This design comes from an exercise in tuning for small area, a short achievable clock period and few clock cycles per item on the open sky130 flow, not from production work. Where RTL was checked, it was by simulation tests only, not by an equivalence proof against the original. The RTL of runs 1, 3 and 4 was laid out without a check of its function.

File: flow/config.mk
export PLATFORM = sky130hd
export DESIGN_NAME = beep_filter
export DESIGN_NICKNAME = beep_filter
export VERILOG_FILES = /design/flow/design.v
export SDC_FILE = /design/flow/constraint.sdc
export NUM_CORES = 4
export LEC_CHECK = 0
export CAP_MARGIN = 20
export CORE_MARGIN = 2
export CORE_UTILIZATION = 40
export PLACE_DENSITY = 0.6
export SLEW_MARGIN = 20
File: flow/constraint.sdc
create_clock -name core_clock -period 15.0 [get_ports {clk}]
set_input_delay 3.0000 -clock core_clock [delete_from_list [all_inputs] [get_ports {clk}]]
set_output_delay 3.0000 -clock core_clock [all_outputs]
set_load 0.01 [all_outputs]
File: flow/design.v
module beep_div (
  input  [31:0] r,
  input  [31:0] d,
  output [31:0] rn,
  output [1:0]  q
);
  wire [34:0] x   = {1'b0, r, 2'b00};
  wire [34:0] d1  = {3'b0, d};
  wire [34:0] d2  = {2'b0, d, 1'b0};
  wire [34:0] t1  = x - d1;
  wire [34:0] t2  = x - d2;
  wire [34:0] xa  = {1'b0, r, 2'b10};
  wire [34:0] na  = ~d1;
  wire [34:0] nb  = ~d2;
  wire [34:0] cs  = xa ^ na ^ nb;
  wire [34:0] cc  = (xa & na) | (xa & nb) | (na & nb);
  wire [34:0] t3  = cs + {cc[33:0], 1'b0};
  wire        s1  = ~t1[34];
  wire        s2  = ~t2[34];
  wire        s3  = ~t3[34];
  assign q  = s3 ? 2'd3 : s2 ? 2'd2 : s1 ? 2'd1 : 2'd0;
  assign rn = s3 ? t3[31:0] : s2 ? t2[31:0] : s1 ? t1[31:0] : x[31:0];
endmodule
module beep_add #(
  parameter N = 32
) (
  input  [N-1:0] a,
  input  [N-1:0] b,
  input          ci,
  output [N-1:0] s,
  output         co
);
  localparam integer P2 = 2 ** $clog2(N);
  reg [N-1:0] g, p, pg;
  integer l, i;
  always @* begin
    p  = a ^ b;
    g  = a & b;
    g[0] = g[0] | (p[0] & ci);
    pg = p;
    for (l = 1; l < N; l = l * 2)
      for (i = 2 * l - 1; i < N; i = i + 2 * l) begin
        g[i]  = g[i] | (pg[i] & g[i - l]);
        pg[i] = pg[i] & pg[i - l];
      end
    for (l = P2 / 4; l >= 1; l = l / 2)
      for (i = 3 * l - 1; i < N; i = i + 2 * l) begin
        g[i]  = g[i] | (pg[i] & g[i - l]);
        pg[i] = pg[i] & pg[i - l];
      end
  end
  assign s  = p ^ {g[N-2:0], ci};
  assign co = g[N-1];
endmodule
module beep_filter (
  input                    clk,
  input                    rst,
  input                    start,
  input      [31:0]        sample_rate,
  input      [31:0]        cutoff,
  output     [7:0]         tan_addr,
  input      [15:0]        tan_data,
  output                   ready,
  output reg               done,
  output reg               err,
  output reg [7:0]         tidx,
  output reg [15:0]        wc,
  output reg signed [15:0] z1_re,
  output reg signed [15:0] z1_im,
  output reg signed [15:0] z2_re,
  output reg signed [15:0] z2_im,
  output reg signed [15:0] a1,
  output reg signed [15:0] a2,
  output reg signed [15:0] b0,
  output reg signed [15:0] b1,
  output reg signed [15:0] b2,
  output reg [31:0]        sum_a
);
  reg        ph_idle, ph_clamp, ph_tdiv, ph_wld, ph_y1, ph_sq, ph_ld1,
             ph_z1, ph_z2, ph_pf, ph_bm, ph_fin;
  reg [2:0]  cnt;
  reg        cz;           
  reg        pinit;        
  reg [31:0] dv;           
  reg [31:0] r0, r1;       
  reg [15:0] q0, q1;       
  reg        q8;           
  reg [7:0]  tq;           
  reg [15:0] w;            
  reg [14:0] y1;
  reg        nz;
  reg [14:0] u;
  reg [29:0] ss, sk;       
  reg [31:0] d2r, nr2r;    
  reg [14:0] h0, h1;       
  reg [15:0] abar;         
  reg [17:0] abar3;        
  reg [17:0] abarl;        
  reg [15:0] bq;           
  reg [17:0] bq3;          
  reg [14:0] bs, bc;       
  reg        bcy;          
  reg [33:0] pacc;         
  reg [15:0] a1q;
  assign ready    = ph_idle;
  assign tan_addr = tq;
  wire z1_end = ph_z1 & cz;
  wire start_ok = ph_idle & start & (sample_rate != 32'd0);
  wire [31:0] fmax   = dv >> 2;
  wire        c_zero = (r0 == 32'd0);
  wire [31:0] fdif;
  wire        fnb;                                    
  beep_add #(32) u_cmp (.a(fmax), .b(~r0), .ci(1'b1), .s(fdif), .co(fnb));
  wire        c_eq   = (r0 == fmax);
  wire        c_big  = ~fnb;
  wire [31:0] fc     = (c_zero || c_big) ? fmax : r0;
  function [63:0] csa;
    input [31:0] a, b, c;
    begin
      csa[31:0]  = a ^ b ^ c;
      csa[63:32] = ((a & b) | (a & c) | (b & c)) << 1;
    end
  endfunction
  wire [31:0] r0n, r1n;
  wire [1:0]  g0, g1;
  beep_div u_d0 (.r(r0), .d(dv), .rn(r0n), .q(g0));
  beep_div u_d1 (.r(r1), .d(dv), .rn(r1n), .q(g1));
  wire [31:0] wl = {17'd0, w[14:0]};
  wire [63:0] ta = csa(wl << 14, wl << 12, wl << 11);
  wire [63:0] tb = csa(wl << 9,  wl << 7,  wl << 1);
  wire [63:0] tc = csa(ta[31:0], ta[63:32], tb[31:0]);
  wire [63:0] td = csa(tc[31:0], tc[63:32], tb[63:32]);
  wire [31:0] t;
  wire        t_co;
  beep_add #(32) u_t (.a(td[31:0]), .b(td[63:32]), .ci(1'b0), .s(t), .co(t_co));
  reg  [31:0] pp [0:15];
  integer i;
  always @* begin
    for (i = 0; i < 15; i = i + 1)
      pp[i] = y1[i] ? (((({17'd0, y1} >> (i + 1)) << 2) | 32'd1) << (2 * i)) : 32'd0;
    pp[15] = nz ? {16'd0, y1, 1'b1} : 32'd0;
  end
  wire [63:0] l1a = csa(pp[0],  pp[1],  pp[2]);
  wire [63:0] l1b = csa(pp[3],  pp[4],  pp[5]);
  wire [63:0] l1c = csa(pp[6],  pp[7],  pp[8]);
  wire [63:0] l1d = csa(pp[9],  pp[10], pp[11]);
  wire [63:0] l1e = csa(pp[12], pp[13], pp[14]);
  wire [63:0] l2a = csa(l1a[31:0], l1a[63:32], l1b[31:0]);
  wire [63:0] l2b = csa(l1b[63:32], l1c[31:0], l1c[63:32]);
  wire [63:0] l2c = csa(l1d[31:0], l1d[63:32], l1e[31:0]);
  wire [63:0] l2d = csa(l1e[63:32], pp[15], 32'd0);
  wire [63:0] l3a = csa(l2a[31:0], l2a[63:32], l2b[31:0]);
  wire [63:0] l3b = csa(l2b[63:32], l2c[31:0], l2c[63:32]);
  wire [63:0] l4a = csa(l3a[31:0], l3a[63:32], l3b[31:0]);
  wire [63:0] l4b = csa(l3b[63:32], l2d[31:0], l2d[63:32]);
  wire [63:0] l5a = csa(l4a[31:0], l4a[63:32], l4b[31:0]);
  wire [63:0] l6a = csa(l5a[31:0], l5a[63:32], l4b[63:32]);
  wire [31:0] kd    = nz ? {2'b00, 14'h3fff, ~y1, 1'b1} : 32'h40000000;   
  wire [31:0] kn    = nz ? {2'b01, 14'h0000,  y1, 1'b1} : 32'h40000000;   
  wire [29:0] opx   = ss;
  wire [29:0] opy   = sk;
  wire [63:0] da    = csa(kd, {1'b0, u, 16'd0}, {1'b0, opx, 1'b0});
  wire [63:0] db    = csa(da[31:0], da[63:32], {1'b0, opy, 1'b0});
  wire [31:0] dc, nrc;
  wire        dc_co, nr_co;
  beep_add #(32) u_dc (.a(db[31:0]), .b(db[63:32]), .ci(1'b0), .s(dc), .co(dc_co));
  wire [63:0] na_   = csa(kn, ~{1'b0, opx, 1'b0}, ~{1'b0, opy, 1'b0});
  beep_add #(32) u_nr (.a(na_[31:0]), .b({na_[63:33], 1'b1}), .ci(1'b1), .s(nrc), .co(nr_co));
  wire [63:0] d2a   = csa(32'h40000000, {1'b0, u, 16'd0}, {1'b0, opx, 1'b0});
  wire [63:0] d2b   = csa(d2a[31:0], d2a[63:32], {1'b0, opy, 1'b0});
  wire [31:0] d2c, nr2c;
  wire        d2_co, n2_co;
  beep_add #(32) u_d2 (.a(d2b[31:0]), .b(d2b[63:32]), .ci(1'b0), .s(d2c), .co(d2_co));
  wire [63:0] n2a   = csa(32'h40000000, ~{1'b0, opx, 1'b0}, ~{1'b0, opy, 1'b0});
  beep_add #(32) u_n2 (.a(n2a[31:0]), .b({n2a[63:33], 1'b1}), .ci(1'b1), .s(nr2c), .co(n2_co));
  wire [1:0]  e0    = q0[1:0];
  wire [1:0]  e1    = q1[1:0];
  reg  [17:0] ra, rb;
  always @* begin
    if (ph_pf)
      ra = e0[1] ? abarl : 18'd0;
    else
      case (e0)
        2'd0: ra = 18'd0;
        2'd1: ra = {2'b0, abar};
        2'd2: ra = {1'b0, abar, 1'b0};
        default: ra = abar3;
      endcase
    case (e1)
      2'd0: rb = 18'd0;
      2'd1: rb = {2'b0, bq};
      2'd2: rb = {1'b0, bq, 1'b0};
      default: rb = bq3;
    endcase
  end
  wire [33:0] pa    = {pacc[31:0], 2'b01};
  wire [33:0] pb    = ~{16'd0, ra};
  wire [33:0] pc    = {16'd0, rb};
  wire [33:0] ps    = pa ^ pb ^ pc;
  wire [33:0] pk    = (pa & pb) | (pa & pc) | (pb & pc);
  wire [33:0] pnext;
  wire        pn_co;
  beep_add #(34) u_pn (.a(ps), .b({pk[32:0], 1'b0}), .ci(1'b0), .s(pnext), .co(pn_co));
  wire [15:0] abarc;
  wire        ab_co;
  beep_add #(16) u_ab (.a(16'h8000), .b(~{1'b0, h0}), .ci(~h0[0]), .s(abarc), .co(ab_co));
  wire [17:0] abar3c;
  wire        a3_co;
  beep_add #(18) u_a3 (.a({2'b0, abarc}), .b({1'b0, abarc, 1'b0}), .ci(1'b0), .s(abar3c), .co(a3_co));
  wire [14:0] bpc;
  wire        bp_co;
  beep_add #(15) u_bp (.a({1'b0, h1[13:0]}), .b(15'd0), .ci(h1[0]), .s(bpc), .co(bp_co));
  wire [17:0] bq3c;
  wire        b3_co;
  beep_add #(18) u_b3 (.a({2'b0, bpc, 1'b0}), .b({1'b0, bpc, 2'b0}), .ci(1'b0), .s(bq3c), .co(b3_co));
  wire [16:0] ac;
  wire        ac_co;
  beep_add #(17) u_ac (.a({1'b0, abar} + 17'h18000), .b(~{2'b0, q0[15:1]}), .ci(~q0[1]), .s(ac), .co(ac_co));
  wire [15:0] a1c   = ac[16:1];
  wire [17:0] suma  = {pacc[33], pacc[33:17]};
  wire [14:0] sv    = suma[17] ? 15'd0 : suma[14:0];            
  wire [31:0] s32   = {17'd0, sv};
  wire [63:0] ma    = csa(s32, s32 << 1, s32 << 4);
  wire [63:0] mb    = csa(s32 << 5, s32 << 8, s32 << 9);
  wire [63:0] mc    = csa(ma[31:0], ma[63:32], mb[31:0]);
  wire [63:0] md    = csa(mb[63:32], s32 << 12, s32 << 13);
  wire [63:0] me    = csa(mc[31:0], mc[63:32], md[31:0]);
  wire [63:0] mf    = csa(me[31:0], me[63:32], md[63:32]);
  wire [15:0] bl;
  wire        bl_co;
  beep_add #(16) u_bl (.a(mf[15:0]), .b(mf[47:32]), .ci(1'b0), .s(bl), .co(bl_co));
  wire [15:0] b1c;
  wire        bh_co;
  beep_add #(16) u_bh (.a({1'b0, bs}), .b({1'b0, bc}), .ci(bcy), .s(b1c), .co(bh_co));
  wire [15:0] a2c;
  wire        a2_co;
  beep_add #(16) u_a2 (.a({suma[15:14] + 2'b11, suma[13:0]}), .b(~a1q), .ci(1'b1), .s(a2c), .co(a2_co));
  always @(posedge clk) begin
    y1   <= t[29:15];
    nz   <= (w[13:0] != 14'd0);
    u    <= y1 + nz;
    ss   <= l6a[29:0];
    sk   <= l6a[61:32];
    d2r  <= d2c;
    nr2r <= nr2c;
    abar  <= abarc;
    abar3 <= abar3c;
    abarl <= {abarc[15], ~abarc[15], abarc[14:0], 1'b0};    
    bq    <= {bpc, 1'b0};
    bq3   <= bq3c;
    a1q   <= a1c;
    bs    <= mf[30:16];
    bc    <= mf[62:48];
    bcy   <= bl_co;
    if (ph_idle)
      dv <= sample_rate;
    else if (ph_ld1)
      dv <= dc;
    else if (z1_end)
      dv <= d2r;
    if (ph_idle)
      r0 <= cutoff;
    else if (ph_clamp)
      r0 <= {fc[29:0], 2'b00};
    else if (ph_ld1)
      r0 <= nrc;
    else if (z1_end)
      r0 <= nr2r;
    else
      r0 <= r0n;
    if (ph_ld1)
      r1 <= {2'b0, y1, 15'd0};
    else if (z1_end)
      r1 <= {2'b0, u, 15'd0};
    else
      r1 <= r1n;
    if (!(ph_pf | ph_bm | ph_fin)) begin
      q0 <= {q0[13:0], g0};
      q1 <= {q1[13:0], g1};
    end
    if (ph_clamp)
      q8 <= (dv[1:0] == 2'b00) && (c_zero || c_big || c_eq);
    if (ph_wld)
      w <= tan_data;
    if (z1_end) begin
      h0 <= {q0[13:0], g0[1]};    
      h1 <= {q1[12:0], g1};
    end
    if (pinit)
      pacc <= {18'd0, abarc};
    else if (!ph_bm)
      pacc <= pnext;
  end
  always @(posedge clk) begin
    cnt <= cnt - 3'd1;
    cz  <= (cnt == 3'd1);
    if (ph_clamp) begin
      cnt <= 3'd3;
      cz  <= 1'b0;
    end
    if (ph_ld1 | z1_end) begin
      cnt <= 3'd7;
      cz  <= 1'b0;
    end
    pinit <= z1_end;
    if (rst) begin
      ph_idle  <= 1'b1;
      ph_clamp <= 1'b0;
      ph_tdiv  <= 1'b0;
      ph_wld   <= 1'b0;
      ph_y1    <= 1'b0;
      ph_sq    <= 1'b0;
      ph_ld1   <= 1'b0;
      ph_z1    <= 1'b0;
      ph_z2    <= 1'b0;
      ph_pf    <= 1'b0;
      ph_bm    <= 1'b0;
      ph_fin   <= 1'b0;
      done     <= 1'b0;
      err      <= 1'b0;
      tq       <= 8'd0;
      tidx     <= 8'd0;
      wc       <= 16'd0;
      z1_re    <= 16'sd0;
      z1_im    <= 16'sd0;
      z2_re    <= 16'sd0;
      z2_im    <= 16'sd0;
      a1       <= 16'sd0;
      a2       <= 16'sd0;
      b0       <= 16'sd0;
      b1       <= 16'sd0;
      b2       <= 16'sd0;
      sum_a    <= 32'd0;
    end else begin
      ph_idle  <= (ph_idle & ~start_ok) | ph_fin;
      ph_clamp <= start_ok;
      ph_tdiv  <= ph_clamp | (ph_tdiv & ~cz);
      ph_wld   <= ph_tdiv & cz;
      ph_y1    <= ph_wld;
      ph_sq    <= ph_y1;
      ph_ld1   <= ph_sq;
      ph_z1    <= ph_ld1 | (ph_z1 & ~cz);
      ph_z2    <= z1_end | (ph_z2 & ~cz);
      ph_pf    <= ph_z2 & cz;
      ph_bm    <= ph_pf;
      ph_fin   <= ph_bm;
      done     <= ph_fin | (ph_idle & start & (sample_rate == 32'd0));
      if (ph_idle & start & (sample_rate == 32'd0))
        err <= 1'b1;
      if (ph_tdiv & cz)
        tq <= q8 ? 8'hff : {q0[5:0], g0};
      if (ph_fin) begin
        tidx  <= tq;
        wc    <= w;
        z1_re <= {1'b0, h0};
        z1_im <= {1'b0, h1};
        z2_re <= {1'b0, q0[15:1]};
        z2_im <= -q1;
        a1    <= a1q;
        a2    <= a2c;
        b0    <= {1'b0, b1c[15:1]};
        b1    <= b1c;
        b2    <= {1'b0, b1c[15:1]};
        sum_a <= {{14{suma[17]}}, suma};
        err   <= 1'b0;
      end
    end
  end
endmodule
File: flow/run.sh
#!/bin/bash
# synth_recipe.tcl (not shown) runs the flow's synth.tcl, then flattens the netlist and writes it again
# the make line also repeats each setting of config.mk as NAME=value (left out here)
make -C /OpenROAD-flow-scripts/flow DESIGN_CONFIG=/design/flow/config.mk WORK_HOME=/design/flow/orfs CLKGATE_MAP_FILE= SYNTH_SCRIPT=/design/flow/synth_recipe.tcl finish
==> results of run 1 <==
-- how the worst max path moves through the flow --
stage               startpoint               end  slack [ps]  cells past startpoint
floorplan           nz$_DFF_P_  dv[31]$_DFFE_PP_        9130                     21
global placement    nz$_DFF_P_    r0[29]$_DFF_P_        8280                     25
detailed placement  nz$_DFF_P_    r0[29]$_DFF_P_        8190                     25
CTS                 nz$_DFF_P_    r0[29]$_DFF_P_        8120                     25
global route        nz$_DFF_P_    r0[29]$_DFF_P_        7480                     25
finish              nz$_DFF_P_    r0[29]$_DFF_P_        8180                     25
-- layout make-up --
| type | instances | area share, % |
|---|---|---|
| sequential | 632 | 22.8 |
| clock inverter | 37 | 0.715 |
| clock buffer | 107 | 3.74 |
| inverter | 722 | 4.44 |
| tap | 1768 | 3.62 |
| multi-input combinational | 4165 | 59.4 |
| timing repair buffer | 333 | 5.25 |
| antenna | 1 | 0.00410 |
-- registers in the layout, indices dropped and copies added, names as in the netlist, 17 cells and up --
| register | count |
|---|---|
| abar3 | 17 |
| r1 | 32 |
| nr2r | 29 |
| sum_a | 17 |
| pacc | 34 |
| ss | 29 |
| d2r | 30 |
| sk | 27 |
| dv | 32 |
| r0 | 32 |
-- per-layer routing --
layer	GRT usage, %	part of all wire [%]
met3	3.33	6.4
met2	38.8	46
met4	7.34	3.1
met1	33.4	45
met5	0	0.0066
-- synth_stat cells, types with 22 or more instances --
master,n
buf_4,57
a211oi_1,66
nor3_1,87
nand2_1,337
nor2_1,455
and3_1,32
a21o_1,126
nor2b_1,54
xor2_1,135
nand2b_1,63
clkbuf_1,155
mux2i_1,183
fa_1,441
dfxtp_1,505
buf_1,25
a21oi_1,326
buf_2,22
o31ai_1,26
edfxtp_1,127
nand4_1,34
inv_1,721
o21a_1,41
nor4_1,31
o21ai_0,224
and2_1,103
o21ai_1,22
nand3_1,57
or3_1,24
xnor2_1,177
o21bai_1,41
ha_1,684
o211ai_1,48
a31oi_1,41
-- worst reg2reg max path, cell delays in order, from the launching register on --
cell	delay, ps
dfxtp_2	310
buf_4	460
clkinv_1	750
nor2_1	360
inv_1	80
fa_1	430
inv_1	60
ha_1	240
o21ai_0	90
nand2b_1	110
o31ai_1	570
o2111ai_1	270
a41o_1	360
a31oi_1	350
o21bai_1	100
a21oi_1	340
o21ai_1	220
a21oi_1	230
fa_1	220
xor2_1	150
nor2_1	60
a311oi_1	330
a21oi_1	80
a311oi_1	290
nor2_1	60
a31o_1	190
-- through the flow --
stage / instances / util [%] / cell area, sq um / hold slack [ps]
5_1_grt: 7764 / 45.7 / 61100 / 435
3_3_place_gp: 7620 / 43.6 / 58400 / 383
6_report: 7765 / 45.7 / 61100 / 406
3_5_place_dp: 7620 / 43.6 / 58400 / 404
4_1_cts: 7764 / 45.7 / 61100 / 417
2_1_floorplan: 5780 / - / 54100 / 375
-- cells by family after synthesis --
group                      share of synthesized area [%]
other                                             0.0139
muxes                                               3.55
DFF                                                 25.8
and+or+nand+nor                                     11.4
xor gates and xnor gates                            5.05
adders and majority gates                           32.2
buffers and inverters                               7.30
AOI/OAI and AO/OA                                   14.7
==> impl_metrics.json, run 1 <==
{
  "core_area_sq_um": 134000,
  "path_class": "reg2reg",
  "yosys.area.top_type": "dfxtp_1",
  "status": "timing/DRC/antenna clean",
  "grt_first_pass_wirelength_um": 256000,
  "ff2ff_path_depth": 25,
  "start_util_pct": 40.4,
  "htree_num_levels": 3,
  "syn_avg_cell_area_sq_um": 9.37,
  "detail-route-antenna-nets": 0,
  "vias_per_cell": 5.43,
  "start_kind": "register",
  "die_w_um": 372,
  "finalMaxSlewViolations": 0,
  "synth_edf_count": 127,
  "fin_ws_ps": 8180,
  "timing.rr.start": "nz$_DFF_P_",
  "multi_input_area_sq_um": 36300,
  "numClockSinks": 632,
  "grt_pass1_vias": 41900,
  "syn_inst": 5768,
  "maxCapViolCount": 0,
  "synth_cell_types": 91,
  "cp_num_buf_inv": 4,
  "fin_nets": 7139,
  "syn_area_sq_um": 54100,
  "hold_path.class": "reg2reg",
  "clock_skew_ps": 54.6,
  "slowest_delay_ps": 730,
  "die_h_um": 372,
  "crit_fanout": 31,
  "port-buffer-count": 282,
  "cts-root-buf": "clkbuf_16",
  "required_ps": 15570,
  "worst_skew_pair.late_latency_ps": 720,
  "critical_path.top_delay_family": "compound AO/OA/AOI/OAI gates",
  "syn_to_final_growth_pct": 13.0,
  "slew_headroom_pct": 23.2,
  "path_clk_slew_ps": 60,
  "min_period_ps": 6820,
  "r2r_end": "r0[29]$_DFF_P_",
  "synth_top_cell_area_share_pct": 18.7,
  "dieArea_sq_um": 138000,
  "cts_made_buffers": 77,
  "setup_viol_count_final": 0,
  "drt_iter0_markers": 3317,
  "drc": 0,
  "io_pins": 294,
  "rows": 134,
  "cts_resized": 0,
  "end_kind": "register",
  "fmaxAchievable_mhz": 147,
  "wl_per_cell_um": 21.6,
  "place_congestion": 0.968,
  "vias": 42200,
  "hold_path.startpoint": "cnt[0]$_SDFF_PP1_",
  "hold_viol_final": 0,
  "whs_endpoint": "cnt[0]$_SDFF_PP1_",
  "finalSetupTns_ps": 0,
  "hold_buffers": 0,
  "cts_tree": "yes",
  "rsz0062_at_grt": "false",
  "synth-seq-cells": 632,
  "regArea_sq_um": 13900,
  "drive_gt1_share_pct": 4.14,
  "async_flop_share_pct": 0,
  "netlist_top_cells_area": "dfxtp_1 (19%), fa_1 (16%), ha_1 (16%)",
  "final_common_cell": "inv_1",
  "grt_start_max_net_pins": 82,
  "clockBufferDepth": 3,
  "final.fill_count": 12900,
  "post_cts_buffers": 0,
  "gr-total-overflow": 0,
  "worst_pin_slew_ps": 1140,
  "ys_warn_count": 8,
  "drt_wl_total_um": 167000,
  "critical-path-slowest-cell": "clkinv_1",
  "fin_crit_sh_pct": 45.5,
  "regToRegSetupSlack_ps": 8180,
  "antenna_found_initial": 1,
  "place_ws_ps": 8190,
  "hold_path_depth": 1,
  "first_pass_iters": 6,
  "cp.arrival_ps": 7390,
  "grt_usage_pct": 24.1,
  "hpwl_um": 134000,
  "yosysSeqAreaShare_pct": 25.8,
  "final_cell_mix": "inv_1 (719), ha_1 (684), dfxtp_1 (500)",
  "ys.flop_type": "dfxtp_1"
}
==> inputs of run 2 (changes only) <==
--- a/flow/design.v
+++ b/flow/design.v
@@ -30,7 +30,16 @@
   output [N-1:0] s,
   output         co
 );
-  localparam integer P2 = 2 ** $clog2(N);
+  function integer pow2ceil;
+    input integer n;
+    integer k;
+    begin
+      k = 1;
+      for (k = 1; k < n; k = k * 2)
+        pow2ceil = k * 2;
+    end
+  endfunction
+  localparam integer P2 = pow2ceil(N);
   reg [N-1:0] g, p, pg;
   integer l, i;
   always @* begin
@@ -76,8 +85,8 @@
   output reg signed [15:0] b2,
   output reg [31:0]        sum_a
 );
-  reg        ph_idle, ph_clamp, ph_tdiv, ph_wld, ph_y1, ph_sq, ph_ld1,
-             ph_z1, ph_z2, ph_pf, ph_bm, ph_fin;
+  reg        ph_idle, ph_t0, ph_tdiv, ph_wld, ph_y1, ph_sq, ph_ld1,
+             ph_z1, ph_z2, ph_pf, ph_fin;
   reg [2:0]  cnt;
   reg        cz;           
   reg        pinit;        
@@ -85,6 +94,8 @@
   reg [31:0] r0, r1;       
   reg [15:0] q0, q1;       
   reg        q8;           
+  reg        clp;          
+  reg [1:0]  chi;          
   reg [7:0]  tq;           
   reg [15:0] w;            
   reg [14:0] y1;
@@ -98,8 +109,6 @@
   reg [17:0] abarl;        
   reg [15:0] bq;           
   reg [17:0] bq3;          
-  reg [14:0] bs, bc;       
-  reg        bcy;          
   reg [33:0] pacc;         
   reg [15:0] a1q;
   assign ready    = ph_idle;
@@ -107,13 +116,13 @@
   wire z1_end = ph_z1 & cz;
   wire start_ok = ph_idle & start & (sample_rate != 32'd0);
   wire [31:0] fmax   = dv >> 2;
-  wire        c_zero = (r0 == 32'd0);
+  wire [31:0] cut    = {chi, r0[31:2]};
+  wire        c_zero = (cut == 32'd0);
   wire [31:0] fdif;
   wire        fnb;                                    
-  beep_add #(32) u_cmp (.a(fmax), .b(~r0), .ci(1'b1), .s(fdif), .co(fnb));
-  wire        c_eq   = (r0 == fmax);
+  beep_add #(32) u_cmp (.a(fmax), .b(~cut), .ci(1'b1), .s(fdif), .co(fnb));
+  wire        c_eq   = (cut == fmax);
   wire        c_big  = ~fnb;
-  wire [31:0] fc     = (c_zero || c_big) ? fmax : r0;
   function [63:0] csa;
     input [31:0] a, b, c;
     begin
@@ -226,12 +235,10 @@
   wire [63:0] md    = csa(mb[63:32], s32 << 12, s32 << 13);
   wire [63:0] me    = csa(mc[31:0], mc[63:32], md[31:0]);
   wire [63:0] mf    = csa(me[31:0], me[63:32], md[63:32]);
-  wire [15:0] bl;
-  wire        bl_co;
-  beep_add #(16) u_bl (.a(mf[15:0]), .b(mf[47:32]), .ci(1'b0), .s(bl), .co(bl_co));
-  wire [15:0] b1c;
-  wire        bh_co;
-  beep_add #(16) u_bh (.a({1'b0, bs}), .b({1'b0, bc}), .ci(bcy), .s(b1c), .co(bh_co));
+  wire [31:0] bm;
+  wire        bm_co;
+  beep_add #(32) u_bm (.a(mf[31:0]), .b(mf[63:32]), .ci(1'b0), .s(bm), .co(bm_co));
+  wire [15:0] b1c    = bm[31:16];
   wire [15:0] a2c;
   wire        a2_co;
   beep_add #(16) u_a2 (.a({suma[15:14] + 2'b11, suma[13:0]}), .b(~a1q), .ci(1'b1), .s(a2c), .co(a2_co));
@@ -249,9 +256,6 @@
     bq    <= {bpc, 1'b0};
     bq3   <= bq3c;
     a1q   <= a1c;
-    bs    <= mf[30:16];
-    bc    <= mf[62:48];
-    bcy   <= bl_co;
     if (ph_idle)
       dv <= sample_rate;
     else if (ph_ld1)
@@ -259,27 +263,31 @@
     else if (z1_end)
       dv <= d2r;
     if (ph_idle)
-      r0 <= cutoff;
-    else if (ph_clamp)
-      r0 <= {fc[29:0], 2'b00};
+      r0 <= {cutoff[29:0], 2'b00};
     else if (ph_ld1)
       r0 <= nrc;
     else if (z1_end)
       r0 <= nr2r;
     else
       r0 <= r0n;
-    if (ph_ld1)
+    if (ph_idle)
+      r1 <= {sample_rate[31:2], 2'b00};
+    else if (ph_ld1)
       r1 <= {2'b0, y1, 15'd0};
     else if (z1_end)
       r1 <= {2'b0, u, 15'd0};
     else
       r1 <= r1n;
-    if (!(ph_pf | ph_bm | ph_fin)) begin
+    if (!(ph_pf | ph_fin)) begin
       q0 <= {q0[13:0], g0};
       q1 <= {q1[13:0], g1};
     end
-    if (ph_clamp)
-      q8 <= (dv[1:0] == 2'b00) && (c_zero || c_big || c_eq);
+    if (ph_idle)
+      chi <= cutoff[31:30];
+    if (ph_t0) begin
+      q8  <= (dv[1:0] == 2'b00) && (c_zero || c_big || c_eq);
+      clp <= c_zero || c_big;
+    end
     if (ph_wld)
       w <= tan_data;
     if (z1_end) begin
@@ -288,13 +296,13 @@
     end
     if (pinit)
       pacc <= {18'd0, abarc};
-    else if (!ph_bm)
+    else
       pacc <= pnext;
   end
   always @(posedge clk) begin
     cnt <= cnt - 3'd1;
     cz  <= (cnt == 3'd1);
-    if (ph_clamp) begin
+    if (ph_idle) begin
       cnt <= 3'd3;
       cz  <= 1'b0;
     end
@@ -305,7 +313,7 @@
     pinit <= z1_end;
     if (rst) begin
       ph_idle  <= 1'b1;
-      ph_clamp <= 1'b0;
+      ph_t0    <= 1'b0;
       ph_tdiv  <= 1'b0;
       ph_wld   <= 1'b0;
       ph_y1    <= 1'b0;
@@ -314,7 +322,6 @@
       ph_z1    <= 1'b0;
       ph_z2    <= 1'b0;
       ph_pf    <= 1'b0;
-      ph_bm    <= 1'b0;
       ph_fin   <= 1'b0;
       done     <= 1'b0;
       err      <= 1'b0;
@@ -333,8 +340,8 @@
       sum_a    <= 32'd0;
     end else begin
       ph_idle  <= (ph_idle & ~start_ok) | ph_fin;
-      ph_clamp <= start_ok;
-      ph_tdiv  <= ph_clamp | (ph_tdiv & ~cz);
+      ph_t0    <= start_ok;
+      ph_tdiv  <= start_ok | (ph_tdiv & ~cz);
       ph_wld   <= ph_tdiv & cz;
       ph_y1    <= ph_wld;
       ph_sq    <= ph_y1;
@@ -342,13 +349,12 @@
       ph_z1    <= ph_ld1 | (ph_z1 & ~cz);
       ph_z2    <= z1_end | (ph_z2 & ~cz);
       ph_pf    <= ph_z2 & cz;
-      ph_bm    <= ph_pf;
-      ph_fin   <= ph_bm;
+      ph_fin   <= ph_pf;
       done     <= ph_fin | (ph_idle & start & (sample_rate == 32'd0));
       if (ph_idle & start & (sample_rate == 32'd0))
         err <= 1'b1;
       if (ph_tdiv & cz)
-        tq <= q8 ? 8'hff : {q0[5:0], g0};
+        tq <= q8 ? 8'hff : clp ? {q1[5:0], g1} : {q0[5:0], g0};
       if (ph_fin) begin
         tidx  <= tq;
         wc    <= w;
==> run 2 against run 1 <==
- first-iteration DRC count is 1.6% higher
- sequential cell count shrank 24
- critical endpoint is now r0[28]$_DFF_P_
- cell count down 0.21%
- synthesized cell count did not move
- still clean on timing, DRC and antenna
- sequential share of layout area shrank 0.70 points
- register-to-register slack better by 300 ps
==> impl_metrics.json, run 2 <==
{
  "slew_headroom_pct": 20.2,
  "io_pins": 294,
  "clockBufferDepth": 3,
  "hpwl_um": 138000,
  "cp_num_buf_inv": 2,
  "yosys.area.top_type": "dfxtp_1",
  "async_flop_share_pct": 0,
  "vias": 42400,
  "netlist_top_cells_area": "dfxtp_1 (19%), ha_1 (16%), fa_1 (15%)",
  "drive_gt1_share_pct": 4.06,
  "synth_most_common_cell": "ha_1",
  "worst_pin_slew_ps": 1180,
  "ys.flop_type": "dfxtp_1",
  "maxCapViolCount": 0,
  "grt_first_pass_wirelength_um": 261000,
  "setup_viol_count_final": 0,
  "fmaxAchievable_mhz": 153,
  "hold_path.startpoint": "cnt[0]$_SDFF_PP1_",
  "hold_ws_ps": 404,
  "start_util_pct": 40.2,
  "cp.depth": 22,
  "grt_usage_pct": 25.1,
  "hold_buffers": 0,
  "finalSetupTns_ps": 0,
  "fin_nets": 7097,
  "timing.rr.start": "nz$_DFF_P_",
  "wl_per_cell_um": 22.2,
  "first_pass_iters": 6,
  "r2r_end": "r0[28]$_DFF_P_",
  "cts-root-buf": "clkbuf_16",
  "ff2ff_path_depth": 22,
  "path_class": "reg2reg",
  "dieArea_sq_um": 137000,
  "final.fill_count": 12800,
  "drc": 0,
  "core_area_sq_um": 133000,
  "drt_iter0_markers": 3370,
  "die_w_um": 370,
  "drt_wl_total_um": 172000,
  "slowest_delay_ps": 710,
  "crit_fanout": 31,
  "htree_num_levels": 3,
  "cp_cell_sequence": "buf_4, clkinv_1, nor2_1, fa_1, ha_1, nor3_1, nand2_1, a21oi_1, nor3_1, o31a_1, a31oi_1, o21bai_1, a21oi_1, o21ai_1, a21oi_1, fa_1, a21oi_1, o31ai_1, nand2_1, nand3_1, mux2_2, a21oi_1",
  "grt-busiest-layer": "met2",
  "cts_tree": "yes",
  "grtUsageMet1_pct": 34.1,
  "grt_pass1_vias": 42100,
  "status": "timing/DRC/antenna clean",
  "die_h_um": 370,
  "start_kind": "register",
  "critical-path-slowest-cell": "clkinv_1",
  "dpl_cell_area_sq_um": 57600,
  "fin_area_sq_um": 60200,
  "yosysSeqAreaShare_pct": 24.9,
  "whs_endpoint": "cnt[0]$_SDFF_PP1_",
  "regArea_sq_um": 13300,
  "synth_top_cells_by_count": "ha_1 (688), inv_1 (653), dfxtp_1 (494)",
  "synth_edf_count": 114,
  "synth_cell_types": 106,
  "gr-total-overflow": 0,
  "critical_path.top_delay_family": "compound AO/OA/AOI/OAI gates",
  "largest_reg_flops": 34,
  "final_util_pct": 45.3,
  "regToRegSetupSlack_ps": 8480,
  "synth-seq-cells": 608,
  "hold_path_depth": 1,
  "syn_to_final_growth_pct": 12.7,
  "cp_common_cell": "a21oi_1",
  "min_period_ps": 6520,
  "cts_resized": 0,
  "ys_warn_count": 8,
  "top_register": "pacc",
  "path_clk_slew_ps": 60,
  "port-buffer-count": 282,
  "grtUsageMet2_pct": 40.5,
  "vias_per_cell": 5.47,
  "multi_input_area_sq_um": 36500,
  "syn_avg_cell_area_sq_um": 9.27,
  "end_kind": "register",
  "post_cts_buffers": 0,
  "synth_top_cell_area_share_pct": 18.5,
  "clock_skew_ps": 38.5,
  "fin_crit_sh_pct": 43.5,
  "grt_start_max_net_pins": 94,
  "worst_skew_pair.late_latency_ps": 680,
  "final_common_cell": "ha_1",
  "rsz0062_at_grt": "false",
  "hold_path.class": "reg2reg",
  "syn_inst": 5768,
  "final_cell_mix": "ha_1 (688), inv_1 (652), dfxtp_1 (489)",
  "hold_viol_final": 0,
  "rows": 134,
  "syn_area_sq_um": 53400,
  "finalMaxSlewViolations": 0,
  "cp.arrival_ps": 7120,
  "cts_made_buffers": 73,
  "numClockSinks": 608,
  "grt_use_met3_pct": 4.04,
  "antenna_found_initial": 9,
  "place_congestion": 0.953,
  "required_ps": 15600,
  "detail-route-antenna-nets": 0
}
[run 2: cell types whose count changed in the layout (fill, tap and decap cells not counted), moves of 17 or more]
cell / change
xnor2_1: +38
o21ai_0: +24
fa_1: -33
nand2_1: +34
nor3_1: -18
a21oi_1: -37
o21bai_1: -17
a21o_1: +28
inv_1: -67
[run 2: layout make-up]
cell class                 instances  share of cell area [%]
tap                             1768                    3.67
clock buffer                     115                    3.79
inverter                         657                    4.09
clock inverter                    21                   0.507
timing repair buffer             328                    5.30
multi-input combinational       4250                    60.5
antenna                            2                 0.00831
sequential                       608                    22.1
[run 2: logic make-up after synthesis]
kind of cell | after synthesis | synth area share (%)
AO/OA/AOI/OAI | 1234 | 15.4
XOR/XNOR | 363 | 5.95
flip-flops | 608 | 24.9
AND/OR/NAND/NOR | 1361 | 11.9
other | 2 | 0.0141
multiplexers | 181 | 3.41
buffers and inverters | 922 | 7.00
adder cells (fa/ha/maj) | 1097 | 31.4
[run 2: worst max path at each step]
stage,to,startpoint
6_report,r0[28]$_DFF_P_,nz$_DFF_P_
5_1_grt,r0[27]$_DFF_P_,nz$_DFF_P_
4_1_cts,r0[28]$_DFF_P_,nz$_DFF_P_
3_5_place_dp,r0[28]$_DFF_P_,nz$_DFF_P_
3_3_place_gp,r0[28]$_DFF_P_,nz$_DFF_P_
2_1_floorplan,dv[31]$_DFFE_PP_,nz$_DFF_P_
[run 2: per-layer routing]
layer  wire length, um  vias up
met5                54        -
met4              5620        8
met3             11100      259
met2             79100     1253
met1             76200    20900
li1                  -    20000
[run 2: through the flow]
stage	cells	setup slack (ps)
global route	7747	7910
CTS	7746	8470
floorplan	5780	9350
global placement	7610	8720
detailed placement	7610	8530
finish	7749	8480
Testbench counts of run 2, summed over its fixed seeds: cycles 13,832, designs 512.
==> inputs of run 3 (changes only) <==
--- a/flow/design.v
+++ b/flow/design.v
@@ -30,36 +30,7 @@
   output [N-1:0] s,
   output         co
 );
-  function integer pow2ceil;
-    input integer n;
-    integer k;
-    begin
-      k = 1;
-      for (k = 1; k < n; k = k * 2)
-        pow2ceil = k * 2;
-    end
-  endfunction
-  localparam integer P2 = pow2ceil(N);
-  reg [N-1:0] g, p, pg;
-  integer l, i;
-  always @* begin
-    p  = a ^ b;
-    g  = a & b;
-    g[0] = g[0] | (p[0] & ci);
-    pg = p;
-    for (l = 1; l < N; l = l * 2)
-      for (i = 2 * l - 1; i < N; i = i + 2 * l) begin
-        g[i]  = g[i] | (pg[i] & g[i - l]);
-        pg[i] = pg[i] & pg[i - l];
-      end
-    for (l = P2 / 4; l >= 1; l = l / 2)
-      for (i = 3 * l - 1; i < N; i = i + 2 * l) begin
-        g[i]  = g[i] | (pg[i] & g[i - l]);
-        pg[i] = pg[i] & pg[i - l];
-      end
-  end
-  assign s  = p ^ {g[N-2:0], ci};
-  assign co = g[N-1];
+  assign {co, s} = {1'b0, a} + {1'b0, b} + {{N{1'b0}}, ci};
 endmodule
 module beep_filter (
   input                    clk,
@@ -101,7 +72,8 @@
   reg [14:0] y1;
   reg        nz;
   reg [14:0] u;
-  reg [29:0] ss, sk;       
+  reg [15:0] u2;           
+  reg [30:0] ss, sk;       
   reg [31:0] d2r, nr2r;    
   reg [14:0] h0, h1;       
   reg [15:0] abar;         
@@ -141,12 +113,12 @@
   wire [63:0] td = csa(tc[31:0], tc[63:32], tb[63:32]);
   wire [31:0] t;
   wire        t_co;
-  beep_add #(32) u_t (.a(td[31:0]), .b(td[63:32]), .ci(1'b0), .s(t), .co(t_co));
+  assign {t_co, t} = {1'b0, td[31:0]} + {1'b0, td[63:32]};
   reg  [31:0] pp [0:15];
   integer i;
   always @* begin
     for (i = 0; i < 15; i = i + 1)
-      pp[i] = y1[i] ? (((({17'd0, y1} >> (i + 1)) << 2) | 32'd1) << (2 * i)) : 32'd0;
+      pp[i] = y1[i] ? (((({17'd0, y1} >> (i + 1)) << 2) | 32'd1) << (2 * i + 1)) : 32'd0;
     pp[15] = nz ? {16'd0, y1, 1'b1} : 32'd0;
   end
   wire [63:0] l1a = csa(pp[0],  pp[1],  pp[2]);
@@ -164,24 +136,21 @@
   wire [63:0] l4b = csa(l3b[63:32], l2d[31:0], l2d[63:32]);
   wire [63:0] l5a = csa(l4a[31:0], l4a[63:32], l4b[31:0]);
   wire [63:0] l6a = csa(l5a[31:0], l5a[63:32], l4b[63:32]);
-  wire [31:0] kd    = nz ? {2'b00, 14'h3fff, ~y1, 1'b1} : 32'h40000000;   
-  wire [31:0] kn    = nz ? {2'b01, 14'h0000,  y1, 1'b1} : 32'h40000000;   
-  wire [29:0] opx   = ss;
-  wire [29:0] opy   = sk;
-  wire [63:0] da    = csa(kd, {1'b0, u, 16'd0}, {1'b0, opx, 1'b0});
-  wire [63:0] db    = csa(da[31:0], da[63:32], {1'b0, opy, 1'b0});
+  wire [15:0] cor   = nz ? {y1, 1'b1} : 16'd0;
+  wire [63:0] da    = csa({u2, 16'd0}, {1'b0, ss}, {1'b0, sk});
   wire [31:0] dc, nrc;
   wire        dc_co, nr_co;
-  beep_add #(32) u_dc (.a(db[31:0]), .b(db[63:32]), .ci(1'b0), .s(dc), .co(dc_co));
-  wire [63:0] na_   = csa(kn, ~{1'b0, opx, 1'b0}, ~{1'b0, opy, 1'b0});
-  beep_add #(32) u_nr (.a(na_[31:0]), .b({na_[63:33], 1'b1}), .ci(1'b1), .s(nrc), .co(nr_co));
-  wire [63:0] d2a   = csa(32'h40000000, {1'b0, u, 16'd0}, {1'b0, opx, 1'b0});
-  wire [63:0] d2b   = csa(d2a[31:0], d2a[63:32], {1'b0, opy, 1'b0});
+  assign {dc_co, dc} = {1'b0, da[31:0]} + {1'b0, da[63:32]};
+  wire [63:0] na_   = csa(32'h40000002, ~{1'b0, ss}, ~{1'b0, sk});
+  assign {nr_co, nrc} = {1'b0, na_[31:0]} + {1'b0, na_[63:32]};
+  wire [63:0] d2a   = csa({u2, 16'd0}, {1'b0, ss}, {1'b0, sk});
+  wire [63:0] d2b   = csa(d2a[31:0], d2a[63:32], {16'd0, cor});
   wire [31:0] d2c, nr2c;
   wire        d2_co, n2_co;
-  beep_add #(32) u_d2 (.a(d2b[31:0]), .b(d2b[63:32]), .ci(1'b0), .s(d2c), .co(d2_co));
-  wire [63:0] n2a   = csa(32'h40000000, ~{1'b0, opx, 1'b0}, ~{1'b0, opy, 1'b0});
-  beep_add #(32) u_n2 (.a(n2a[31:0]), .b({n2a[63:33], 1'b1}), .ci(1'b1), .s(nr2c), .co(n2_co));
+  assign {d2_co, d2c} = {1'b0, d2b[31:0]} + {1'b0, d2b[63:32]};
+  wire [63:0] n2a   = csa(32'h40000003, ~{1'b0, ss}, ~{1'b0, sk});
+  wire [63:0] n2b   = csa(n2a[31:0], n2a[63:32], ~{16'd0, cor});
+  assign {n2_co, nr2c} = {1'b0, n2b[31:0]} + {1'b0, n2b[63:32]};
   wire [1:0]  e0    = q0[1:0];
   wire [1:0]  e1    = q1[1:0];
   reg  [17:0] ra, rb;
@@ -209,7 +178,7 @@
   wire [33:0] pk    = (pa & pb) | (pa & pc) | (pb & pc);
   wire [33:0] pnext;
   wire        pn_co;
-  beep_add #(34) u_pn (.a(ps), .b({pk[32:0], 1'b0}), .ci(1'b0), .s(pnext), .co(pn_co));
+  assign {pn_co, pnext} = {1'b0, ps} + {1'b0, pk[32:0], 1'b0};
   wire [15:0] abarc;
   wire        ab_co;
   beep_add #(16) u_ab (.a(16'h8000), .b(~{1'b0, h0}), .ci(~h0[0]), .s(abarc), .co(ab_co));
@@ -246,8 +215,9 @@
     y1   <= t[29:15];
     nz   <= (w[13:0] != 14'd0);
     u    <= y1 + nz;
-    ss   <= l6a[29:0];
-    sk   <= l6a[61:32];
+    u2   <= {1'b0, y1} + {2'b01, 13'd0, nz};
+    ss   <= l6a[30:0];
+    sk   <= l6a[62:32];
     d2r  <= d2c;
     nr2r <= nr2c;
     abar  <= abarc;
==> run 3 against run 2 <==
- still clean
- critical path depth is the same
- clock skew grew 14 ps
- hold slack better by 9.4 ps
- cell area up 0.54%
- clock-buffer cell count fell by 9
- non-clock buffer count rose by 1
- critical endpoint is now b2[11]$_SDFFE_PP0P_
==> impl_metrics.json, run 3 <==
{
  "status": "timing/DRC/antenna clean",
  "maxCapViolCount": 0,
  "synth_most_common_cell": "ha_1",
  "muxShareOfSynthArea_pct": 3.50,
  "rsz0062_at_grt": "false",
  "path_class": "reg2reg",
  "clockBufferDepth": 3,
  "grt_start_max_net_pins": 109,
  "grt_usage_pct": 24.6,
  "final_common_cell": "ha_1",
  "fmaxAchievable_mhz": 171,
  "start_kind": "register",
  "cp.arrival_ps": 6400,
  "start_util_pct": 40.2,
  "min_period_ps": 5860,
  "clock_skew_ps": 52.4,
  "syn_inst": 6009,
  "syn_avg_cell_area_sq_um": 8.91,
  "synth_top_family_by_area": "adder cells",
  "crit_fanout": 19,
  "final_util_pct": 45.5,
  "largest_reg_flops": 33,
  "core_area_sq_um": 133000,
  "slew_headroom_pct": 19.4,
  "dp.cells": 7877,
  "synth_xor_area_share_pct": 7.43,
  "grt_first_pass_wirelength_um": 260000,
  "vias": 44100,
  "cts_made_buffers": 77,
  "finalSetupTns_ps": 0,
  "htree_num_levels": 3,
  "yosys.area.top_type": "dfxtp_1",
  "final_cell_mix": "ha_1 (693), inv_1 (599), nor2_1 (519)",
  "critical-path-slowest-cell": "dfxtp_1",
  "io_pins": 294,
  "hpwl_um": 135000,
  "required_ps": 15540,
  "slowest_delay_ps": 810,
  "setup_viol_count_final": 0,
  "cts_resized": 0,
  "fin_crit_sh_pct": 39.1,
  "hold_buffers": 0,
  "synthSimpleGateAreaFrac_pct": 13.1,
  "fin_cells": 8024,
  "rows": 134,
  "drt_wl_total_um": 171000,
  "critical_path.top_delay_family": "compound AO/OA/AOI/OAI gates",
  "synth_top_cells_by_count": "ha_1 (693), inv_1 (600), nor2_1 (522)",
  "hold_viol_final": 0,
  "die_h_um": 370,
  "syn_to_final_growth_pct": 13.2,
  "synth_edf_count": 114,
  "ys.flop_type": "dfxtp_1",
  "dieArea_sq_um": 137000,
  "numClockSinks": 616,
  "drive_gt1_share_pct": 4.08,
  "synth-seq-cells": 616,
  "first_pass_iters": 6,
  "synth_cell_types": 101,
  "netlist_top_cells_area": "dfxtp_1 (19%), ha_1 (16%), fa_1 (11%)",
  "finalMaxSlewViolations": 0,
  "end_kind": "register",
  "gr-total-overflow": 0,
  "drc": 0,
  "yosysSeqAreaShare_pct": 25.2,
  "synth_top_cell_area_share_pct": 18.8,
  "synthAdderAreaFrac_pct": 27.0,
  "worst_pin_slew_ps": 1200,
  "fin_nets": 7252,
  "grt_pass1_vias": 43200,
  "syn_area_sq_um": 53500,
  "cts_tree": "yes",
  "place_congestion": 0.965,
  "port-buffer-count": 282,
  "async_flop_share_pct": 0,
  "ys_warn_count": 2,
  "post_cts_buffers": 0,
  "top_register": "pacc",
  "drt_iter0_markers": 3412,
  "antenna_found_initial": 5,
  "cp_num_buf_inv": 3,
  "hold_path.class": "reg2reg",
  "synth_compound_area_share_pct": 17.4,
  "die_w_um": 370,
  "cp_cell_sequence": "xor2_1, xnor2_1, nand2b_1, fa_1, inv_1, fa_1, inv_1, fa_1, inv_1, ha_1, a21o_1, a21o_1, a21oi_1, nand2b_1, a21oi_1, o31ai_1, a211oi_1, o21ai_1, o211a_1, o41a_1, nand3b_1, o221ai_1",
  "vias_per_cell": 5.49,
  "path_clk_slew_ps": 70,
  "cts-root-buf": "clkbuf_16",
  "wl_per_cell_um": 21.3,
  "detail-route-antenna-nets": 0,
  "worst_skew_pair.late_latency_ps": 710
}
run 3: cell count changes after synthesis, sizes merged, moves of 36 or more:
cell / change
xnor2: +85
fa: -121
inv: -53
o21ai: +36
nor2: +54
a21oi: +110
run 3: final timing paths:
| path | startpoint | endpoint | cells past startpoint | slack [ps] |
|---|---|---|---|---|
| max | pacc[21]$_SDFF_PP0_ | b2[11]$_SDFFE_PP0P_ | 22 | 9140 |
| min | cnt[0]$_SDFF_PP1_ | cnt[0]$_SDFF_PP1_ | 1 | 410 |
| max reg2reg | pacc[21]$_SDFF_PP0_ | b2[11]$_SDFFE_PP0P_ | 22 | 9140 |
| min reg2reg | cnt[0]$_SDFF_PP1_ | cnt[0]$_SDFF_PP1_ | 1 | 410 |
run 3: area by class of cell:
cell class	count	area (sq um)
multi-input cells	4562	36700
inverters	603	2260
clock inverters	38	507
repair buffers	329	3200
flip-flops and latches	616	13500
well taps	1768	2210
clock buffers	106	2190
diodes	2	5.00
fillers	13000	72500
run 3: routing by layer:
metal / wire, um / share of wire (%) / track usage (%) / up-vias
li1: - / - / - / 21100
met1: 78500 / 46 / 34.0 / 21500
met2: 77300 / 45 / 39.6 / 1200
met3: 9700 / 5.7 / 3.39 / 228
met4: 5240 / 3.1 / 7.78 / 2
met5: 13 / 0.0076 / 0 / -
run 3: kinds of logic (layout without fill, tap and decap cells):
family / count (synthesis) / in the layout
and+or+nand+nor: 1494 / 1494
AOI/OAI and AO/OA: 1436 / 1436
adders and majority gates: 982 / 982
buffers and inverters: 841 / 1076
DFF: 616 / 616
xor gates and xnor gates: 454 / 454
muxes: 185 / 185
other: 1 / 13
run 3: per-stage QoR:
step / hold slack, ps / area, sq um / setup WS, ps
2_1_floorplan: 375 / 53600 / 9890
3_3_place_gp: 385 / 57800 / 9320
3_5_place_dp: 394 / 57800 / 9160
4_1_cts: 410 / 60500 / 9100
5_1_grt: 434 / 60600 / 8780
6_report: 414 / 60600 / 9140
==> inputs of run 4 (changes only) <==
--- a/flow/design.v
+++ b/flow/design.v
@@ -83,6 +83,8 @@
   reg [17:0] bq3;          
   reg [33:0] pacc;         
   reg [15:0] a1q;
+  reg [31:0] m0s, m0c;     
+  reg [1:0]  s0r;          
   assign ready    = ph_idle;
   assign tan_addr = tq;
   wire z1_end = ph_z1 & cz;
@@ -196,7 +198,7 @@
   beep_add #(17) u_ac (.a({1'b0, abar} + 17'h18000), .b(~{2'b0, q0[15:1]}), .ci(~q0[1]), .s(ac), .co(ac_co));
   wire [15:0] a1c   = ac[16:1];
   wire [17:0] suma  = {pacc[33], pacc[33:17]};
-  wire [14:0] sv    = suma[17] ? 15'd0 : suma[14:0];            
+  wire [14:0] sv    = pacc[29:15];
   wire [31:0] s32   = {17'd0, sv};
   wire [63:0] ma    = csa(s32, s32 << 1, s32 << 4);
   wire [63:0] mb    = csa(s32 << 5, s32 << 8, s32 << 9);
@@ -206,8 +208,12 @@
   wire [63:0] mf    = csa(me[31:0], me[63:32], md[63:32]);
   wire [31:0] bm;
   wire        bm_co;
-  beep_add #(32) u_bm (.a(mf[31:0]), .b(mf[63:32]), .ci(1'b0), .s(bm), .co(bm_co));
-  wire [15:0] b1c    = bm[31:16];
+  wire [1:0]  dl    = suma[1:0] - s0r;
+  wire [31:0] drow  = dl == 2'd1 ? 32'd13107 : dl == 2'd3 ? ~32'd13107 : 32'd0;
+  wire [63:0] mg    = csa(m0s, {m0c[31:1], dl == 2'd3}, drow);
+  beep_add #(32) u_bm (.a(mg[31:0]), .b(mg[63:32]), .ci(1'b0), .s(bm), .co(bm_co));
+  wire        bz    = suma[17] | (suma[16:3] == 14'd0 && suma[2:0] <= 3'd5);
+  wire [15:0] b1c   = bz ? 16'd0 : bm[31:16];
   wire [15:0] a2c;
   wire        a2_co;
   beep_add #(16) u_a2 (.a({suma[15:14] + 2'b11, suma[13:0]}), .b(~a1q), .ci(1'b1), .s(a2c), .co(a2_co));
@@ -226,6 +232,9 @@
     bq    <= {bpc, 1'b0};
     bq3   <= bq3c;
     a1q   <= a1c;
+    m0s   <= mf[31:0];
+    m0c   <= mf[63:32];
+    s0r   <= pacc[16:15];
     if (ph_idle)
       dv <= sample_rate;
     else if (ph_ld1)
==> run 4 against run 3 <==
- clock skew grew 2.8 ps
- cell count rose by 5.1%
- fmax up 8.7%
- synthesized cell count rose by 4.7%
- core utilization rose by 0.21 points
- cell area grew 5.2%
- sequential cell count up 55
- register-to-register slack better by 470 ps
- hold slack worse by 2.9 ps
- critical path type unchanged
- non-clock buffer count rose by 4
- first-iteration DRC count fell by 5.7%
==> impl_metrics.json, run 4 <==
{
  "status": "timing/DRC/antenna clean",
  "htree_num_levels": 3,
  "place_congestion": 0.976,
  "drc": 0,
  "synth_edf_count": 114,
  "path_clk_slew_ps": 60,
  "place_ws_ps": 9650,
  "worst_pin_slew_ps": 1080,
  "async_flop_share_pct": 0,
  "cts_made_buffers": 82,
  "yosys.area.top_type": "dfxtp_1",
  "regToRegSetupSlack_ps": 9610,
  "die_w_um": 379,
  "detail-route-antenna-nets": 0,
  "rsz0062_at_grt": "false",
  "synth_cell_types": 91,
  "ff2ff_path_depth": 20,
  "fin_crit_sh_pct": 35.9,
  "syn_area_sq_um": 56100,
  "path_class": "reg2reg",
  "clock_skew_ps": 55.2,
  "netlist_top_cells_area": "dfxtp_1 (20%), ha_1 (16%), fa_1 (12%)",
  "end_kind": "register",
  "hold_viol_final": 0,
  "fin_nets": 7632,
  "final_util_pct": 45.7,
  "antenna_found_initial": 6,
  "fin_ws_ps": 9610,
  "vias": 45500,
  "synth_top_cell_area_share_pct": 19.9,
  "synth-seq-cells": 671,
  "grt_usage_pct": 24.6,
  "syn_avg_cell_area_sq_um": 8.92,
  "first_pass_iters": 5,
  "grt_pass1_vias": 45300,
  "syn_to_final_growth_pct": 13.5,
  "cts-root-buf": "clkbuf_16",
  "whs_endpoint": "cnt[0]$_SDFF_PP1_",
  "wl_per_cell_um": 21.2,
  "worst_skew_pair.late_latency_ps": 720,
  "hold_path.class": "reg2reg",
  "hold_path.startpoint": "cnt[0]$_SDFF_PP1_",
  "setup_viol_count_final": 0,
  "grt_start_max_net_pins": 77,
  "post_cts_buffers": 0,
  "min_period_ps": 5390,
  "fin_area_sq_um": 63700,
  "start_kind": "register",
  "hold_path_depth": 1,
  "maxCapViolCount": 0,
  "final_common_cell": "inv_1",
  "drt_wl_total_um": 178000,
  "r2r_end": "b1[10]$_SDFFE_PP0P_",
  "grt_first_pass_wirelength_um": 270000,
  "crit_fanout": 15,
  "ys_warn_count": 2,
  "synth_top_cells_by_count": "inv_1 (815), ha_1 (720), dfxtp_1 (557)",
  "die_h_um": 379,
  "port-buffer-count": 288,
  "gr-total-overflow": 0,
  "rows": 137,
  "start_util_pct": 40.3,
  "largest_reg_flops": 33,
  "synth_most_common_cell": "inv_1",
  "required_ps": 15580,
  "cts_tree": "yes",
  "ys.flop_type": "dfxtp_1",
  "clockBufferDepth": 3,
  "cts_resized": 0,
  "final_cell_mix": "inv_1 (814), ha_1 (720), dfxtp_1 (554)",
  "slew_headroom_pct": 27.5,
  "fmaxAchievable_mhz": 186,
  "top_register": "pacc",
  "dpl_cell_area_sq_um": 60700,
  "syn_inst": 6291,
  "hold_buffers": 0,
  "drt_iter0_markers": 3219,
  "antenna_cells": 0,
  "finalSetupTns_ps": 0,
  "dieArea_sq_um": 143000,
  "timing.rr.start": "pacc[17]$_SDFF_PP0_",
  "core_area_sq_um": 139000,
  "numClockSinks": 671,
  "io_pins": 294,
  "cp.arrival_ps": 5970,
  "drive_gt1_share_pct": 3.94,
  "yosysSeqAreaShare_pct": 26.0,
  "hpwl_um": 142000,
  "finalMaxSlewViolations": 0,
  "vias_per_cell": 5.40
}
run 4: changes by cell type after synthesis, moves of 20 or more:
cell / before / now
o21ai_1: 34 / 6
nand2b_1: 78 / 56
dfxtp_1: 502 / 557
a21oi_1: 399 / 419
a21o_1: 179 / 138
xnor2_1: 300 / 272
fa_1: 287 / 342
nor2_1: 522 / 482
a22o_1: 1 / 26
inv_1: 600 / 815
ha_1: 693 / 720
nand2_1: 371 / 433
run 4: how the worst max path moves through the flow:
stage / from / slack [ps] / cells past startpoint / end
2_1_floorplan: pacc[17]$_SDFF_PP0_ / 9720 / 19 / b1[10]$_SDFFE_PP0P_
3_3_place_gp: pacc[17]$_SDFF_PP0_ / 9720 / 20 / b1[10]$_SDFFE_PP0P_
3_5_place_dp: pacc[17]$_SDFF_PP0_ / 9650 / 20 / b1[10]$_SDFFE_PP0P_
4_1_cts: pacc[17]$_SDFF_PP0_ / 9560 / 20 / b1[10]$_SDFFE_PP0P_
5_1_grt: q1[0]$_DFFE_PN_ / 9140 / 16 / pacc[30]$_SDFF_PP0_
6_report: pacc[17]$_SDFF_PP0_ / 9610 / 20 / b1[10]$_SDFFE_PP0P_
run 4: worst max-delay path: stages, from the launching register on:
cell     delay (ps)
dfxtp_1         630
inv_1           280
ha_1            260
xnor2_1         170
xnor2_1         150
nor2_1           60
buf_4           190
inv_1           530
fa_1            520
inv_1            70
ha_1            280
a21o_1          190
a21o_1          170
a21oi_1         130
o21ai_0          90
a31o_2          260
a22o_1          200
or2_2           290
o21a_1          200
or3_1           300
a32o_1          250
run 4: cell type report:
type | instances | area (sq um)
Inverter | 818 | 3070
Clock buffer | 104 | 2290
Timing Repair Buffer | 333 | 3230
Fill cell | 13400 | 75700
Sequential cell | 671 | 14600
Clock inverter | 49 | 753
Multi-Input combinational cell | 4581 | 37400
Tap cell | 1876 | 2350
run 4: routing by layer:
metal	share of wire (%)	GRT usage, %	vias up	wire [um]
li1	-	-	21900	-
met2	46	40.6	1318	82700
met1	45	33.6	22100	80600
met5	0	0	-	0
met4	2.9	7.62	0	5130
met3	5.6	3.03	240	9950
run 4: metrics by stage:
step | std cells | hold slack, ps
2_1_floorplan | 6295 | 375
3_3_place_gp | 8279 | 386
3_5_place_dp | 8279 | 396
4_1_cts | 8432 | 411
5_1_grt | 8432 | 420
6_report | 8432 | 411
run 4: kinds of logic (layout without fill, tap and decap cells):
kind of cell             Yosys count  after routing  synth area share [%]
XOR/XNOR                         407            407                  6.35
buffers and inverters           1043           1304                  7.41
other                              1              5               0.00668
adder cells (fa/ha/maj)         1062           1062                  28.3
flip-flops                       671            671                  26.0
multiplexers                     155            155                  2.78
AO/OA/AOI/OAI                   1458           1458                  16.9
AND/OR/NAND/NOR                 1494           1494                  12.3

-- what the ideal ports hide --
The results above use ideal ports. As a check the final layouts listed here were re-extracted and re-timed, cells and wires unchanged.
Step 1 sets driving cells, clkbuf_16 on the clock port and buf_2 on the other inputs (assumed; they add their load-dependent delay and slew).
Step 2 also shifts input and output timing later by t, the mid clock arrival at the registers, as if the neighbouring blocks saw the same clock.
a / b / c = ideal / step 1 / step 2; a / b = the first two.
run | t (ns) | setup slack, ns | worst register clock-pin slew, ns | worst data-port slew with drivers (ns)
run 1 | 0.768 | 8.175 / 8.175 / 8.175 | 0.07 / 0.07 | 0.06
run 2 | 0.744 | 8.479 / 8.479 / 8.479 | 0.07 / 0.07 | 0.17
run 3 | 0.750 | 9.142 / 9.142 / 9.142 | 0.07 / 0.07 | 0.14
run 4 | 0.773 | 9.610 / 9.610 / 9.610 | 0.07 / 0.07 | 0.08
After both steps setup and hold are still met in every run listed.
